Source: an optimization exercise on an open RTL-to-GDS flow (aim: small area, a short achievable clock period and few clock cycles per item). Production flows keep margins and buffers that such runs may drop. RTL that was checked went through simulation tests only; none was proved equivalent to the original.

==> job 3499: inputs <==
==> flow/design.v (excerpt) <==
module cvt_pair (
    input  wire        clk,
    input  wire        rst,
    input  wire        in_valid,
    output wire        in_ready,
    input  wire [7:0]  in_y0,
    input  wire [7:0]  in_y1,
    input  wire [7:0]  in_cb_a,
    input  wire [7:0]  in_cr_a,
    input  wire [7:0]  in_cb_b,
    input  wire [7:0]  in_cr_b,
    input  wire        in_interp,
    output wire        out_valid,
    output wire [31:0] out_r0,
    output wire [31:0] out_g0,
    output wire [31:0] out_b0,
    output wire [31:0] out_r1,
    output wire [31:0] out_g1,
    output wire [31:0] out_b1,
    output wire [23:0] out_rgb0_u8,    
    output wire [23:0] out_rgb1_u8
);
    assign in_ready = 1'b1;
    wire [8:0] cb_sum = {1'b0, in_cb_a} + {1'b0, in_cb_b} + 9'd1;
    wire [8:0] cr_sum = {1'b0, in_cr_a} + {1'b0, in_cr_b} + 9'd1;
    reg  [7:0] y0_q, y1_q, cb, cr;
    always @(posedge clk) begin
        y0_q <= in_y0;
        y1_q <= in_y1;
        cb   <= in_interp ? cb_sum[8:1] : in_cb_a;
        cr   <= in_interp ? cr_sum[8:1] : in_cr_a;
    end
    wire signed [7:0] d_rv, d_gu, d_gv, d_bu;
  ...
Settings: LEC_CHECK=0, ABC_AREA=1, CAP_MARGIN=20, CORE_MARGIN=2, CORE_UTILIZATION=60, PLACE_DENSITY=0.7, SLEW_MARGIN=60; clock period 17.0 ns.
standard.sh (not shown) runs the stock make flow with config.mk's settings and CLKGATE_MAP_FILE= SYNTH_SCRIPT=/design/flow/synth_recipe.tcl, a recipe that flattens the netlist after the stock synthesis.
==> flow/flow/run.sh <==
#!/bin/bash
# The standard layout, with the port buffers made from buf_2 cells instead of
# the buffer buffer_ports picks by default (a slow delay cell).
# standard.sh's full output goes to standard.log in this folder.
set -euo pipefail
export BUFFER_PORTS_ARGS="-buffer_cell sky130_fd_sc_hd__buf_2"
bash standard.sh finish > standard.log 2>&1
==> inputs of job 8795, as changes to job 3499 <==
--- a/flow/design.v
+++ b/flow/design.v
@@ -1245,32 +1245,34 @@
     wire [35:0] dd = {28'd0, ~{~d[7], d[6:0]}} << 1;
     assign ps = th ^ tl ^ dd;
     assign pc = {(th[34:0] & tl[34:0]) | (th[34:0] & dd[34:0]) | (tl[34:0] & dd[34:0]), 1'b0};
 endmodule
 module cvt_g_err (
     input  wire [7:0]         y8,
-    input  wire signed [35:0] ngu,
+    input  wire [11:0]        ngu_hi,
+    input  wire               c24,
+    input  wire [10:0]        ngu_lo,
     output wire [11:0]        w
 );
-    wire [11:0] dh = {3'b000, y8, 1'b0} + ngu[35:24];   
+    wire [11:0] dh = {3'b000, y8, 1'b0} + ngu_hi + {11'd0, c24};   
     wire [9:0]  a  = dh[11] ? ~dh[9:0] : dh[9:0];        
     wire [10:0] m;
     genvar i;
     generate
         for (i = 0; i < 10; i = i + 1) begin : msk
             assign m[i] = |a[9:i];
         end
     endgenerate
     assign m[10] = 1'b0;
     wire [10:0] top = m & ~{1'b0, m[10:1]};              
     wire [10:0] nxt = {top[9:0], 1'b0};                  
-    wire        g   = |(top & ngu[10:0]);
-    wire        lsb = |(nxt & ngu[10:0]);
-    wire        st  = |({1'b0, m[10:1]} & ngu[10:0]);
+    wire        g   = |(top & ngu_lo);
+    wire        lsb = |(nxt & ngu_lo);
+    wire        st  = |({1'b0, m[10:1]} & ngu_lo);
     wire        up  = g & (st | lsb);
-    assign w = {up, (m & ~ngu[10:0]) | (~m & {11{~up}})};
+    assign w = {up, (m & ~ngu_lo) | (~m & {11{~up}})};
 endmodule
 module cvt_lzc (
     input  wire signed [35:0] x,
     output wire               low,      
     output wire               high,     
     output reg  [5:0]         lz        
@@ -1401,55 +1403,63 @@
     end
     wire signed [7:0] d_rv, d_gu, d_gv, d_bu;
     cvt_delta_rv t_rv (.c(cr), .d(d_rv));
     cvt_delta_gu t_gu (.c(cb), .d(d_gu));
     cvt_delta_gv t_gv (.c(cr), .d(d_gv));
     cvt_delta_bu t_bu (.c(cb), .d(d_bu));
-    reg [7:0]        y0_1, y1_1, cb_1, cr_1;
+    reg [7:0]        y0_1, y1_1, cb_1, cr_1, cbn_1, crn_1;
     reg signed [7:0] d_rv_1, d_gu_1, d_gv_1, d_bu_1;
     always @(posedge clk) begin
         y0_1   <= y0_q;
         y1_1   <= y1_q;
         cb_1   <= cb;
         cr_1   <= cr;
+        cbn_1  <= ~cb;
+        crn_1  <= ~cr;
         d_rv_1 <= d_rv;
         d_gu_1 <= d_gu;
         d_gv_1 <= d_gv;
         d_bu_1 <= d_bu;
     end
     wire [35:0] prv_s, prv_c, pbu_s, pbu_c, ngu_s, ngu_c, ngv_s, ngv_c;
     cvt_prod_rv p_rv (.c(cr_1), .d(d_rv_1), .ps(prv_s), .pc(prv_c));
     cvt_prod_bu p_bu (.c(cb_1), .d(d_bu_1), .ps(pbu_s), .pc(pbu_c));
-    cvt_prod_gu p_gu (.c(cb_1), .d(d_gu_1), .ps(ngu_s), .pc(ngu_c));
-    cvt_prod_gv p_gv (.c(cr_1), .d(d_gv_1), .ps(ngv_s), .pc(ngv_c));
-    wire [35:0] ngu = ngu_s + ngu_c;
+    cvt_prod_gu p_gu (.c(~cbn_1), .d(d_gu_1), .ps(ngu_s), .pc(ngu_c));
+    cvt_prod_gv p_gv (.c(~crn_1), .d(d_gv_1), .ps(ngv_s), .pc(ngv_c));
+    wire [24:0] ngu_l = {1'b0, ngu_s[23:0]} + {1'b0, ngu_c[23:0]};
+    wire [11:0] ngu_h = ngu_s[35:24] + ngu_c[35:24];
     wire [35:0] k_s = ngu_s ^ ngu_c ^ ngv_s;
     wire [35:0] k_c = {(ngu_s[34:0] & ngu_c[34:0]) | (ngu_s[34:0] & ngv_s[34:0]) | (ngu_c[34:0] & ngv_s[34:0]), 1'b0};
     wire [35:0] nuv_k = 36'hFFFFFF801;    
     wire [35:0] l_s = k_s ^ k_c ^ ngv_c;
     wire [35:0] l_c = {(k_s[34:0] & k_c[34:0]) | (k_s[34:0] & ngv_c[34:0]) | (k_c[34:0] & ngv_c[34:0]), 1'b0};
     wire [35:0] nuv_s = l_s ^ l_c ^ nuv_k;
     wire [35:0] nuv_c = {(l_s[34:0] & l_c[34:0]) | (l_s[34:0] & nuv_k[34:0]) | (l_c[34:0] & nuv_k[34:0]), 1'b0};
     reg [7:0]  y0_2, y1_2;
-    reg [35:0] prv_s2, prv_c2, pbu_s2, pbu_c2, ngu_2, nuv_s2, nuv_c2;
+    reg [35:0] prv_s2, prv_c2, pbu_s2, pbu_c2, nuv_s2, nuv_c2;
+    reg [11:0] ngu_h2;
+    reg        c24_2;
+    reg [10:0] ngu_l2;
     always @(posedge clk) begin
         y0_2   <= y0_1;
         y1_2   <= y1_1;
         prv_s2 <= prv_s;
         prv_c2 <= prv_c;
         pbu_s2 <= pbu_s;
         pbu_c2 <= pbu_c;
-        ngu_2  <= ngu;
+        ngu_h2 <= ngu_h;
+        c24_2  <= ngu_l[24];
+        ngu_l2 <= ngu_l[10:0];
         nuv_s2 <= nuv_s;
         nuv_c2 <= nuv_c;
     end
     wire [35:0] yf0_2 = {3'b000, y0_2, 25'd0};
     wire [35:0] yf1_2 = {3'b000, y1_2, 25'd0};
     wire [11:0] w0, w1;
-    cvt_g_err ge0 (.y8(y0_2), .ngu(ngu_2), .w(w0));
-    cvt_g_err ge1 (.y8(y1_2), .ngu(ngu_2), .w(w1));
+    cvt_g_err ge0 (.y8(y0_2), .ngu_hi(ngu_h2), .c24(c24_2), .ngu_lo(ngu_l2), .w(w0));
+    cvt_g_err ge1 (.y8(y1_2), .ngu_hi(ngu_h2), .c24(c24_2), .ngu_lo(ngu_l2), .w(w1));
     wire [35:0] prv, pbu;
     cvt_add #(36) a_prv (.a(prv_s2), .b(prv_c2), .ci(1'b0), .s(prv));
     cvt_add #(36) a_pbu (.a(pbu_s2), .b(pbu_c2), .ci(1'b0), .s(pbu));
     wire [35:0] u0_s = yf0_2 ^ nuv_s2 ^ nuv_c2;
     wire [35:0] u0_c = {(yf0_2[34:0] & nuv_s2[34:0]) | (yf0_2[34:0] & nuv_c2[34:0]) | (nuv_s2[34:0] & nuv_c2[34:0]), 1'b0};
     wire [35:0] u1_s = yf1_2 ^ nuv_s2 ^ nuv_c2;
CTS_CLUSTER_DIAMETER = 70   (was default)
CTS_CLUSTER_SIZE = 30   (was default)
==> inputs of job 6903, as changes to job 3499 <==
--- a/flow/design.v
+++ b/flow/design.v
@@ -1401,29 +1401,31 @@
     end
     wire signed [7:0] d_rv, d_gu, d_gv, d_bu;
     cvt_delta_rv t_rv (.c(cr), .d(d_rv));
     cvt_delta_gu t_gu (.c(cb), .d(d_gu));
     cvt_delta_gv t_gv (.c(cr), .d(d_gv));
     cvt_delta_bu t_bu (.c(cb), .d(d_bu));
-    reg [7:0]        y0_1, y1_1, cb_1, cr_1;
+    reg [7:0]        y0_1, y1_1, cb_1, cr_1, cbn_1, crn_1;
     reg signed [7:0] d_rv_1, d_gu_1, d_gv_1, d_bu_1;
     always @(posedge clk) begin
         y0_1   <= y0_q;
         y1_1   <= y1_q;
         cb_1   <= cb;
         cr_1   <= cr;
+        cbn_1  <= ~cb;
+        crn_1  <= ~cr;
         d_rv_1 <= d_rv;
         d_gu_1 <= d_gu;
         d_gv_1 <= d_gv;
         d_bu_1 <= d_bu;
     end
     wire [35:0] prv_s, prv_c, pbu_s, pbu_c, ngu_s, ngu_c, ngv_s, ngv_c;
     cvt_prod_rv p_rv (.c(cr_1), .d(d_rv_1), .ps(prv_s), .pc(prv_c));
     cvt_prod_bu p_bu (.c(cb_1), .d(d_bu_1), .ps(pbu_s), .pc(pbu_c));
-    cvt_prod_gu p_gu (.c(cb_1), .d(d_gu_1), .ps(ngu_s), .pc(ngu_c));
-    cvt_prod_gv p_gv (.c(cr_1), .d(d_gv_1), .ps(ngv_s), .pc(ngv_c));
+    cvt_prod_gu p_gu (.c(~cbn_1), .d(d_gu_1), .ps(ngu_s), .pc(ngu_c));
+    cvt_prod_gv p_gv (.c(~crn_1), .d(d_gv_1), .ps(ngv_s), .pc(ngv_c));
     wire [35:0] ngu = ngu_s + ngu_c;
     wire [35:0] k_s = ngu_s ^ ngu_c ^ ngv_s;
     wire [35:0] k_c = {(ngu_s[34:0] & ngu_c[34:0]) | (ngu_s[34:0] & ngv_s[34:0]) | (ngu_c[34:0] & ngv_s[34:0]), 1'b0};
     wire [35:0] nuv_k = 36'hFFFFFF801;    
     wire [35:0] l_s = k_s ^ k_c ^ ngv_c;
     wire [35:0] l_c = {(k_s[34:0] & k_c[34:0]) | (k_s[34:0] & ngv_c[34:0]) | (k_c[34:0] & ngv_c[34:0]), 1'b0};
CTS_CLUSTER_DIAMETER = 70   (was default)
CTS_CLUSTER_SIZE = 30   (was default)
==> run summary <==
First-iteration DRC count: job 6903 is larger than job 8795 (about 20%).
Synthesized area: job 3499 < job 8795 < job 6903.
Of job 6903 and job 8795, job 6903 has the higher clock skew (gap 14 ps).
The lowest core utilization belongs to job 6903, the highest to job 3499.
Cell count: job 8795 < job 3499 < job 6903.
The highest sequential cell count belongs to job 8795, the lowest to job 3499.
Synthesized cell count: job 6903 > job 8795 > job 3499.
Testbench counts of job 8795, summed over its fixed seeds: cycles 16,056, items 16,000.
Testbench counts of job 6903, summed over its fixed seeds: cycles 16,056, items 16,000.
No functional check of the RTL was part of job 3499.

[re-timing with driven ports]
The flow's constraints put no driver on any port. The routed layouts listed below were extracted and timed again, unchanged, in two steps.
Step 1, drivers: a clkbuf_16 drives clk and a buf_2 each remaining input, both assumed.
Step 2 times the ports against the registers' clock, not the clock port: input delays grow and output delays shrink by t, the midpoint of the rising clock arrivals with the driver on.
Slacks: ideal ports / drivers / drivers and shift; pairs: ideal ports / drivers.
run	shift t [ns]	setup WS [ns]	hold WS [ns]	cell pins on the clock port's net
job 3499	0.794	11.649 / 11.649 / 11.649	0.312 / 0.312 / 0.312	1
job 8795	0.751	12.402 / 12.322 / 11.909	0.318 / 0.318 / 0.318	1
job 6903	0.745	12.305 / 12.233 / 11.937	0.335 / 0.335 / 0.335	1
After both steps setup and hold are still met in every run listed. For job 8795, which loses most, drivers alone change the setup slack by -0.080 ns; drivers and shift together by -0.493 ns.
